This design comes from an exercise in tuning for small area, a short achievable clock period and few clock cycles on the open sky130 flow, not from production work. In this exercise RTL edits were held to simulation tests only and were not proved equivalent to the original. Power figures rest on the tool's default switching activity, not on a simulated workload.

--- design.v ---
module dscore_codec (
    input  wire        clk,
    input  wire        rst,           
    input  wire        cmd_valid,
    output wire        cmd_ready,
    input  wire [7:0]  cmd_op,
    input  wire [31:0] cmd_arg,
    input  wire [63:0] cmd_data,      
    input  wire [7:0]  cmd_len,
    output reg         resp_valid,
    output reg  [7:0]  resp_code,
    output reg         resp_flag,
    output reg  [31:0] resp_val,
    output reg  [7:0]  resp_off
);
    localparam CAP = 128;
    localparam [7:0] R_OK    = 8'h00, R_NOSPACE = 8'h10, R_UNSUP = 8'h11,
                     R_TYPE  = 8'h12, R_EXH     = 8'h13, R_RPE   = 8'hFE,
                     R_REFUSED = 8'hFF;
    localparam [3:0] S_IDLE = 4'd0, S_EXEC = 4'd1, S_PWR = 4'd2, S_PT = 4'd3,
                     S_PF   = 4'd4, S_PE   = 4'd5, S_KCMP = 4'd6;
    localparam [2:0] ST_OP = 3'd0, FS_SCAN = 3'd1, FS_HDR = 3'd2, FS_KEY = 3'd3,
                     FS_VAL = 3'd4, FS_IDX = 3'd5;
    localparam [3:0] K_NIL = 4'h0, K_BOOL = 4'h1, K_U8 = 4'h2, K_U16 = 4'h3,
                     K_U32 = 4'h4, K_I8 = 4'h5, K_I16 = 4'h6, K_I32 = 4'h7,
                     K_F32 = 4'h8, K_RAW = 4'h9, K_ARR = 4'hA, K_MAP = 4'hB,
                     K_SKIP = 4'hD;
    reg [7:0]  mem [0:CAP-1];
    reg [7:0]  used, cur;
    reg [3:0]  state;
    reg [2:0]  stage;
    reg [7:0]  op;
    reg [31:0] arg;
    reg [63:0] data;
    reg [7:0]  len;
    reg [71:0] item;       
    reg [3:0]  ilen, k;
    reg [3:0]  kind;
    reg [7:0]  pos;        
    reg [7:0]  tag;
    reg [3:0]  h;
    reg [31:0] f;
    reg [15:0] cnt;
    reg [7:0]  koff;       
    assign cmd_ready = (state == S_IDLE);
    function [15:0] crc_step(input [15:0] s, input [7:0] x);
        integer i;
        reg [15:0] c;
        begin
            c = s ^ {x, 8'h00};
            for (i = 0; i < 8; i = i + 1)
                c = c[15] ? ((c << 1) ^ 16'h1021) : (c << 1);
            crc_step = c;
        end
    endfunction
    function [3:0] itemhdr(input [7:0] t);
        case (t)
            8'hCC, 8'hD0:                      itemhdr = 4'd2;
            8'hCD, 8'hD1, 8'hDA, 8'hDC, 8'hDE: itemhdr = 4'd3;
            8'hCA, 8'hCE, 8'hD2, 8'hDB,
            8'hDD, 8'hDF:                      itemhdr = 4'd5;
            8'hCB, 8'hCF, 8'hD3:               itemhdr = 4'd9;
            default:                           itemhdr = 4'd1;
        endcase
    endfunction
    function is_posfix(input [7:0] t); is_posfix = (t[7] == 1'b0);      endfunction
    function is_negfix(input [7:0] t); is_negfix = (t[7:5] == 3'b111);  endfunction
    function is_fixmap(input [7:0] t); is_fixmap = (t[7:4] == 4'b1000); endfunction
    function is_fixarr(input [7:0] t); is_fixarr = (t[7:4] == 4'b1001); endfunction
    function is_fixraw(input [7:0] t); is_fixraw = (t[7:5] == 3'b101);  endfunction
    function is_raw(input [7:0] t);
        is_raw = is_fixraw(t) || t == 8'hDA || t == 8'hDB;
    endfunction
    function is_map(input [7:0] t); is_map = is_fixmap(t) || t == 8'hDE; endfunction
    function is_arr(input [7:0] t); is_arr = is_fixarr(t) || t == 8'hDC; endfunction
    function accept(input [3:0] kd, input [7:0] t);
        case (kd)
            K_NIL:  accept = (t == 8'hC0);
            K_BOOL: accept = (t == 8'hC2 || t == 8'hC3);
            K_U8:   accept = is_posfix(t) || t == 8'hCC;
            K_U16:  accept = is_posfix(t) || t == 8'hCC || t == 8'hCD;
            K_U32:  accept = is_posfix(t) || t == 8'hCC || t == 8'hCD || t == 8'hCE;
            K_I8:   accept = is_posfix(t) || is_negfix(t) || t == 8'hD0;
            K_I16:  accept = is_posfix(t) || is_negfix(t) || t == 8'hCC ||
                             t == 8'hD0 || t == 8'hD1;
            K_I32:  accept = is_posfix(t) || is_negfix(t) || t == 8'hCC || t == 8'hCD ||
                             t == 8'hD0 || t == 8'hD1 || t == 8'hD2;
            K_F32:  accept = (t == 8'hCA);
            K_RAW:  accept = is_raw(t);
            K_ARR:  accept = is_arr(t);
            K_MAP:  accept = is_map(t);
            K_SKIP: accept = !(t == 8'hC1 || (t >= 8'hC4 && t <= 8'hC9) ||
                               (t >= 8'hD4 && t <= 8'hD9) || t == 8'hCB ||
                               t == 8'hCF || t == 8'hD3 || t == 8'hDD || t == 8'hDF);
            default: accept = 1'b0;
        endcase
    endfunction
    function [31:0] decode(input [7:0] t, input [31:0] fv);
        if (is_posfix(t))                  decode = {24'd0, t};
        else if (is_negfix(t))             decode = {24'hFFFFFF, t};
        else if (t == 8'hC3)               decode = 32'd1;
        else if (t == 8'hCC)               decode = {24'd0, fv[7:0]};
        else if (t == 8'hCD)               decode = {16'd0, fv[15:0]};
        else if (t == 8'hD0)               decode = {{24{fv[7]}}, fv[7:0]};
        else if (t == 8'hD1)               decode = {{16{fv[15]}}, fv[15:0]};
        else if (is_fixraw(t))             decode = {27'd0, t[4:0]};
        else if (is_fixarr(t) || is_fixmap(t)) decode = {28'd0, t[3:0]};
        else if (t == 8'hDA || t == 8'hDC || t == 8'hDE) decode = {16'd0, fv[15:0]};
        else if (t == 8'hC0 || t == 8'hC2) decode = 32'd0;
        else                               decode = fv;    
    endfunction
    wire [7:0]  avail_rd = used - pos;                
    wire [7:0]  rd_addr  = pos + {4'd0, k};
    wire [7:0]  rd_byte  = mem[rd_addr[6:0]];       
    wire [7:0]  cur_byte = mem[cur[6:0]];
    wire [7:0]  tag_now  = mem[pos[6:0]];
    wire [31:0] dec_val  = decode(tag, f);            
    wire [31:0] raw_l    = dec_val;
    wire [33:0] need     = {30'd0, h} + (is_raw(tag) ? {2'd0, raw_l} : 34'd0);
    wire [7:0]  item_len = need[7:0];
    wire        body_ok  = (need <= {26'd0, avail_rd});
    wire [7:0]  cmp_addr = koff + {4'd0, k};
    wire [7:0]  cmp_byte = mem[cmp_addr[6:0]];
    wire [7:0]  wr_addr  = used + {4'd0, k};
    wire [7:0]  name_byte = data[{k[2:0], 3'b000} +: 8];
    reg [3:0] find_kind;
    always @* begin
        find_kind = K_SKIP;
        if (stage == FS_HDR) find_kind = (op == 8'h40) ? K_MAP : K_ARR;
    end
    reg [71:0] p_item;
    reg [3:0]  p_len;
    reg [7:0]  p_code;      
    always @* begin
        p_item = 72'd0;
        p_len  = 4'd1;
        p_code = R_OK;
        case (op)
            8'h20: p_item[7:0] = 8'hC0;
            8'h21: p_item[7:0] = arg[0] ? 8'hC3 : 8'hC2;
            8'h22: begin
                p_item[7:0] = arg[7:0];
                if (arg[7]) p_code = R_REFUSED;
            end
            8'h23: begin
                p_item[7:0] = arg[7:0];
                if (arg[7:5] != 3'b111) p_code = R_REFUSED;
            end
            8'h24: begin p_item[15:0] = {arg[7:0], 8'hCC}; p_len = 4'd2; end
            8'h25: begin p_item[23:0] = {arg[7:0], arg[15:8], 8'hCD}; p_len = 4'd3; end
            8'h26: begin
                p_item[39:0] = {arg[7:0], arg[15:8], arg[23:16], arg[31:24], 8'hCE};
                p_len = 4'd5;
            end
            8'h27: begin p_item[15:0] = {arg[7:0], 8'hD0}; p_len = 4'd2; end
            8'h28: begin p_item[23:0] = {arg[7:0], arg[15:8], 8'hD1}; p_len = 4'd3; end
            8'h29: begin
                p_item[39:0] = {arg[7:0], arg[15:8], arg[23:16], arg[31:24], 8'hD2};
                p_len = 4'd5;
            end
            8'h2A: begin
                p_item[39:0] = {arg[7:0], arg[15:8], arg[23:16], arg[31:24], 8'hCA};
                p_len = 4'd5;
            end
            8'h2B: p_code = R_UNSUP;
            8'h2C: begin
                p_item = {data, 3'b101, len[4:0]};
                p_len  = len[3:0] + 4'd1;
                if (len > 8'd8) p_code = R_REFUSED;
            end
            8'h2D, 8'h2E: begin
                if (arg[15:4] == 12'd0) begin
                    p_item[7:0] = {(op == 8'h2D) ? 4'h9 : 4'h8, arg[3:0]};
                end else begin
                    p_item[23:0] = {arg[7:0], arg[15:8], (op == 8'h2D) ? 8'hDC : 8'hDE};
                    p_len = 4'd3;
                end
            end
            default: p_code = R_REFUSED;
        endcase
    end
    task respond(input [7:0] code, input flag, input [31:0] val, input [7:0] off);
        begin
            resp_valid <= 1'b1;
            resp_code  <= code;
            resp_flag  <= flag;
            resp_val   <= val;
            resp_off   <= off;
            state      <= S_IDLE;
        end
    endtask
    task parse(input [7:0] p, input [2:0] st);
        begin
            pos   <= p;
            stage <= st;
            state <= S_PT;
        end
    endtask
    always @(posedge clk) begin
        if (rst) begin
            state      <= S_IDLE;
            used       <= 8'd0;
            cur        <= 8'd0;
            resp_valid <= 1'b0;
        end else begin
            resp_valid <= 1'b0;
            case (state)
            S_IDLE: if (cmd_valid) begin
                op    <= cmd_op;
                arg   <= cmd_arg;
                data  <= cmd_data;
                len   <= cmd_len;
                state <= S_EXEC;
            end
            S_EXEC: begin
                casez (op)
                8'h01: respond(R_OK, 1'b0, {16'd0, crc_step(arg[15:0], arg[23:16])}, 8'd0);
                8'h10: begin
                    if (used == CAP) respond(R_OK, 1'b0, 32'd0, 8'd0);
                    else begin
                        mem[used[6:0]] <= arg[7:0];
                        used <= used + 8'd1;
                        respond(R_OK, 1'b1, 32'd0, 8'd0);
                    end
                end
                8'h11: respond(R_OK, cur != used, (cur != used) ? {24'd0, cur_byte} : 32'd0, 8'd0);
                8'h12: begin
                    if (cur == used) respond(R_RPE, 1'b0, 32'd0, 8'd0);
                    else begin
                        cur <= cur + 8'd1;
                        respond(R_OK, 1'b0, {24'd0, cur_byte}, 8'd0);
                    end
                end
                8'h13: respond(R_OK, {8'd0, used - cur} >= arg[15:0], 32'd0, 8'd0);
                8'h14: begin cur <= 8'd0; respond(R_OK, 1'b0, 32'd0, 8'd0); end
                8'h15: begin cur <= 8'd0; used <= 8'd0; respond(R_OK, 1'b0, 32'd0, 8'd0); end
                8'h16: respond(R_OK, {8'd0, CAP[7:0] - used} >= arg[15:0], 32'd0, 8'd0);
                8'h2?: begin
                    if (p_code != R_OK || op > 8'h2E)
                        respond((op > 8'h2E) ? R_REFUSED : p_code, 1'b0, 32'd0, 8'd0);
                    else if ({4'd0, CAP[7:0] - used} < {8'd0, p_len})
                        respond(R_NOSPACE, 1'b0, 32'd0, 8'd0);
                    else begin
                        item  <= p_item;
                        ilen  <= p_len;
                        k     <= 4'd0;
                        state <= S_PWR;
                    end
                end
                8'h3?: begin
                    if (op == 8'h3C)
                        respond(R_OK, cur != used, (cur != used) ? {24'd0, cur_byte} : 32'd0, 8'd0);
                    else if (op[3:0] <= 4'hB || op[3:0] == 4'hD) begin
                        kind <= op[3:0];
                        parse(cur, ST_OP);
                    end else
                        respond(R_REFUSED, 1'b0, 32'd0, 8'd0);
                end
                8'h40: begin
                    if (len > 8'd8) respond(R_OK, 1'b0, 32'd0, 8'd0);
                    else parse(8'd0, FS_SCAN);
                end
                8'h41: parse(8'd0, FS_SCAN);
                default: respond(R_REFUSED, 1'b0, 32'd0, 8'd0);
                endcase
            end
            S_PWR: begin
                mem[wr_addr[6:0]] <= item[7:0];
                item <= item >> 8;
                k    <= k + 4'd1;
                if (k + 4'd1 == ilen) begin
                    used <= used + {4'd0, ilen};
                    respond(R_OK, 1'b0, 32'd0, 8'd0);
                end
            end
            S_PT: begin
                if (pos == used) begin
                    if (stage == ST_OP) respond(R_EXH, 1'b0, 32'd0, 8'd0);
                    else respond(R_OK, 1'b0, 32'd0, 8'd0);               
                end else begin
                    tag <= tag_now;
                    h   <= itemhdr(tag_now);
                    f   <= 32'd0;
                    k   <= 4'd1;
                    if (stage == FS_SCAN && ((op == 8'h40) ? is_map(tag_now) : is_arr(tag_now))) begin
                        stage <= FS_HDR;
                        if (avail_rd < {4'd0, itemhdr(tag_now)})
                            respond(R_OK, 1'b0, 32'd0, 8'd0);
                        else
                            state <= (itemhdr(tag_now) == 4'd1) ? S_PE : S_PF;
                    end else if (!accept((stage == ST_OP) ? kind : find_kind, tag_now)) begin
                        if (stage == ST_OP) respond(R_TYPE, 1'b0, 32'd0, 8'd0);
                        else respond(R_OK, 1'b0, 32'd0, 8'd0);
                    end else if (avail_rd < {4'd0, itemhdr(tag_now)}) begin
                        if (stage == ST_OP) respond(R_EXH, 1'b0, 32'd0, 8'd0);
                        else respond(R_OK, 1'b0, 32'd0, 8'd0);
                    end else
                        state <= (itemhdr(tag_now) == 4'd1) ? S_PE : S_PF;
                end
            end
            S_PF: begin
                f <= {f[23:0], rd_byte};
                k <= k + 4'd1;
                if (k + 4'd1 == h) state <= S_PE;
            end
            S_PE: begin
                if (!body_ok) begin
                    if (stage == ST_OP) respond(R_EXH, 1'b0, 32'd0, 8'd0);
                    else respond(R_OK, 1'b0, 32'd0, 8'd0);
                end else begin
                    case (stage)
                    ST_OP: begin
                        cur <= pos + item_len;
                        respond(R_OK, 1'b0, (kind == K_SKIP) ? 32'd0 : decode(tag, f),
                                (kind == K_RAW) ? pos + {4'd0, h} : 8'd0);
                    end
                    FS_SCAN: parse(pos + item_len, FS_SCAN);
                    FS_HDR: begin
                        cnt <= dec_val[15:0];
                        if (op == 8'h40) begin
                            if (decode(tag, f) == 32'd0) respond(R_OK, 1'b0, 32'd0, 8'd0);
                            else parse(pos + {4'd0, h}, FS_KEY);
                        end else begin
                            if (arg[15:0] == 16'd0 || {16'd0, arg[15:0]} > decode(tag, f))
                                respond(R_OK, 1'b0, 32'd0, 8'd0);
                            else if (arg[15:0] == 16'd1) begin
                                cur <= pos + {4'd0, h};
                                respond(R_OK, 1'b1, 32'd0, 8'd0);
                            end else begin
                                cnt <= arg[15:0] - 16'd1;
                                parse(pos + {4'd0, h}, FS_IDX);
                            end
                        end
                    end
                    FS_KEY: begin
                        pos  <= pos + item_len;
                        koff <= pos + {4'd0, h};
                        k    <= 4'd0;
                        if (is_raw(tag) && raw_l == {24'd0, len}) begin
                            if (len == 8'd0) begin
                                cur <= pos + item_len;
                                respond(R_OK, 1'b1, 32'd0, 8'd0);
                            end else
                                state <= S_KCMP;
                        end else
                            parse(pos + item_len, FS_VAL);
                    end
                    FS_VAL: begin
                        cnt <= cnt - 16'd1;
                        if (cnt == 16'd1) respond(R_OK, 1'b0, 32'd0, 8'd0);
                        else parse(pos + item_len, FS_KEY);
                    end
                    FS_IDX: begin
                        cnt <= cnt - 16'd1;
                        if (cnt == 16'd1) begin
                            cur <= pos + item_len;
                            respond(R_OK, 1'b1, 32'd0, 8'd0);
                        end else
                            parse(pos + item_len, FS_IDX);
                    end
                    default: respond(R_OK, 1'b0, 32'd0, 8'd0);
                    endcase
                end
            end
            S_KCMP: begin
                k <= k + 4'd1;
                if (cmp_byte != name_byte)
                    parse(pos, FS_VAL);
                else if (k + 4'd1 == len[3:0]) begin
                    cur <= pos;
                    respond(R_OK, 1'b1, 32'd0, 8'd0);
                end
            end
            default: state <= S_IDLE;
            endcase
        end
    end
endmodule
--- constraint.sdc ---
create_clock -name core_clock -period 10.0 [get_ports {clk}]
set_input_delay 2.0000 -clock core_clock [delete_from_list [all_inputs] [get_ports {clk}]]
set_output_delay 2.0000 -clock core_clock [all_outputs]
set_load 0.01 [all_outputs]
--- run.sh ---
#!/bin/bash
# synth_recipe.tcl (not shown) runs the flow's synth.tcl, then flattens the netlist and writes it again
# the make line also repeats each setting of config.mk as NAME=value (left out here)
make -C /OpenROAD-flow-scripts/flow DESIGN_CONFIG=/design/flow/config.mk WORK_HOME=/design/flow/orfs CLKGATE_MAP_FILE= SYNTH_SCRIPT=/design/flow/synth_recipe.tcl finish
--- config.mk ---
export PLATFORM = sky130hd
export DESIGN_NAME = dscore_codec
export DESIGN_NICKNAME = dscore_codec
export VERILOG_FILES = /design/flow/design.v
export SDC_FILE = /design/flow/constraint.sdc
export NUM_CORES = 4
export LEC_CHECK = 0
export CAP_MARGIN = 20
export CORE_MARGIN = 2
export CORE_UTILIZATION = 40
export PLACE_DENSITY = 0.6
export SLEW_MARGIN = 20
==> run summary <==
[metal layers]
layer	GRT usage, %	vias up	share of wire (%)
met5	0.346	-	0.084
met3	10.1	891	13
li1	-	23700	-
met4	16.8	18	6.8
met2	42.7	4696	44
met1	37.6	31200	36
[metrics by stage]
step	hold WS [ps]	instance area, um^2	setup WS (ps)	utilization [%]	std cells
6_report	505	97400	2250	45.4	8611
5_1_grt	526	97400	1970	45.4	8606
4_1_cts	506	97400	2440	45.4	8602
3_5_place_dp	491	92200	2460	43.0	8322
3_3_place_gp	489	92200	2460	42.9	8320
2_1_floorplan	424	86300	1070	-	5551
[placed cells by master, fill, tap and decap left out, types with 21 or more instances in the layout]
cell type           n
nand2_1           296
o22ai_1            61
nor2_2             38
a221oi_1           22
buf_12             25
nand4_1            45
a211oi_1          124
and3_1             53
and2_1             24
xor2_1             52
inv_1              83
ha_1              100
clkbuf_1           27
nor4_1             44
clkinv_1           24
xnor2_1            88
mux2i_1           181
or3_1              23
clkbuf_16         156
mux4_2           1210
edfxtp_1         1343
nor2_1            310
dfxtp_1            25
a21o_1             41
nand3_1            91
nor3_1             53
bufinv_16          21
buf_4             217
clkdlybuf4s50_1   164
a21oi_1           112
nor2b_1           100
a31oi_1            25
o21ai_0           141
[cell type report]
| cell class | count | area share [%] |
|---|---|---|
| clock inverter | 97 | 1.18 |
| multi-input combinational | 3616 | 44.7 |
| antenna | 7 | 0.0180 |
| clock buffer | 183 | 4.11 |
| tap | 2838 | 3.64 |
| timing repair buffer | 409 | 3.90 |
| sequential | 1377 | 42.1 |
| inverter | 84 | 0.324 |
[cells by family (layout without fill, tap and decap cells)]
| group | count (synthesis) | count (layout) | synth area share [%] |
|---|---|---|---|
| AOI/OAI and AO/OA | 777 | 777 | 6.25 |
| xor gates and xnor gates | 145 | 145 | 1.47 |
| muxes | 1409 | 1409 | 33.9 |
| adders and majority gates | 111 | 111 | 1.69 |
| and+or+nand+nor | 1174 | 1174 | 6.58 |
| other | 0 | 7 | 0 |
| DFF | 1377 | 1377 | 47.5 |
| buffers and inverters | 558 | 773 | 2.59 |
[worst paths after layout]
kind	from	to	slack (ps)	cells after the start
worst max-delay path	flop	resp_val[25]	2250	17
worst min-delay path	item[48]	item[40]	500	2
worst max register to register	flop	resp_val[25]	2250	17
worst min register to register	item[48]	item[40]	500	2
[critical path, stage by stage, from the launching register on]
cell	delay (ps)
dfxtp_4	770
buf_12	460
mux4_2	570
mux4_2	540
mux4_2	630
mux2i_1	850
inv_1	310
o2bb2ai_1	210
a211oi_1	230
o21ai_0	170
ha_1	250
a21o_1	150
a21oi_1	160
nand4_1	110
or3b_1	450
nor2b_1	190
a21oi_1	240
and2_2	880
[power by group]
part	internal (mW)	leakage, nW	switching, mW
clock	3.42	2.48	2.52
combinational	0.251	15.8	0.385
sequential	6.36	12.4	0.0415
[registers in the layout, indices dropped and copies added (netlist names), 3 cells and up, named ones only]
signal     flops
state          3
k              4
item          72
kind           4
cur            8
arg           32
op             8
mem         1024
resp_off       8
cnt           16
data          64
pos            8
resp_code      4
stage          3
len            8
koff           7
tag            8
used           8
resp_val      32
ilen           4
h              4
f             32
==> results by group <==
Synthesis
  – Commonest cells in the netlist: edfxtp_1 (1343), mux4_2 (1210), nor2_1 (349)
  – Synth unique cells: 99
  – Async set-or-reset flop fraction in the synthesized netlist: 0%
  – Most common cell in the synthesized netlist: edfxtp_1
  – Synth area leaders: edfxtp_1 (47%), mux4_2 (32%), mux2i_1 (2.1%), nor2_1 (1.5%), ha_1 (1.5%)
  – Post-synth top area cell: edfxtp_1
  – Syn_nets: 5777
  – Seq cells post-synth: 1377
  – Mapped Area: 0.0863 mm^2
  – Register area share after synthesis: 47.5%
  – Cells after Synth: 5551
  – Syn avg cell area: 15.6 um^2
  – Predominant post-synthesis flop cell: edfxtp_1
  – Post-synth EDFFs: 1343
  – Area share of the largest cell type after synthesis: 46.7%
  – Yosys warnings: 1

Setup path
  – CP max FO: between 50 and 60
  – Worst Path Required: 10440 ps
  – Critical Path AT: 8190 ps
  – Critical Path End Type: flop
  – Crit Path Class: reg2reg
  – Crit start category: flop

Min path
  – Worst hold path class: reg2reg

STA
  – Minimum clock period after layout: 7750 ps
  – Period utilization: 77.5%
  – RSZ-0062 raised after global routing: false
  – FMAX: 129 MHz
  – Least-Margin Pin Slew: 1320 ps
  – Hold Violations, Final: 0
  – Slew Viols, Final: 0
  – Setup TNS: 0 ps
  – Worst Skew: 64.4 ps
  – Final setup fails: 0
  – Slew headroom: 11.7%

Cells and area
  – Sequential Area: 0.0410 mm^2
  – Layout area overhead: 12.8%
  – Filler cells: ~18k
  – Proportion of layout cells with a drive suffix above 1: 32.1%
  – Final nets: 5870
  – Multi-input logic area: 0.0436 mm^2

Drt
  – Post-route DRC: 0
  – TritonRoute pass-1 iters: 7
  – Avg WL per Cell: 37.5 um
  – Vias per inst: 7.02
  – Post-route antenna net violation count: 0
  – DRT iter0 DRCs: 9809
  – Vias: just over 60k
  – Drt total wl: 323 mm

Die
  – Core area: approximately 0.21 mm^2
  – Starting Density: 40.2%
  – I/O pin count: around 170
  – Die area: about 0.22 mm^2
  – Num rows: 170
  – Horiz. Die Dim: around 470 um
  – Die height: 469 um

Clock network
  – CTS buffer count: 156
  – Clk Latency, worst-skew pair: ~870 ps
  – Post-CTS setup buffer count: 0
  – CTS root buf: clkbuf_16
  – CTS tree: yes
  – CTS Buffer Depth: 3
  – Clk sink count: 1377
  – Hold Buf Count CTS: 0
  – CTS clk-pin slew, worst paths: 60 ps
  – CTS H-Tree Depth: 4
  – Post_cts resized: 0

Power and ir drop
  – Total power: about 13 mW
  – Power Dens Cells: 133 mW/mm^2
  – VDD IR max: 0.000187 V
  – LEAKAGE: slightly above 30 nW

Outcome
  – Status: finished clean

Placement
  – Port bufs: 165
  – Post-detail-place hpwl: 218 mm
  – Placer congestion estimate: 1.01

Global route
  – GRT Util Overall: 29.1%
  – First-pass GRT wire length: approximately 450 mm
  – Largest net degree at the start of global routing: 126
  – Aggregate global routing overflow: 0
  – Vias in the first global route: 58.4k
  – Initial antenna violation count: 13

Job
  – MaxCap Viol Count: 0
Testbench counts, summed over its fixed seeds: cycles 112,926.

==> static timing again, ports no longer ideal <==
The flow's constraints put no driver on any port. The routed layout listed below was extracted and timed again, unchanged, in two steps. Step 1: set_driving_cell puts a clkbuf_16 on clk and a buf_2 on each other input, an assumption about the parent block. Step 2 times the ports against the registers' clock, not the clock port: input delays grow and output delays shrink by t, the midpoint of the rising clock arrivals with the driver on. Slacks: ideal ports / drivers / drivers and shift; pairs: ideal ports / drivers.
t, ns: 0.942
slack for setup (ns): 2.252 / 2.252 / 2.252
worst setup path at the end: register to register
pins driven straight from the clock port: 1
After both steps this run still meets setup and hold. The setup slack of this run moves by 0.000 ns with the drivers and by 0.000 ns with both steps.
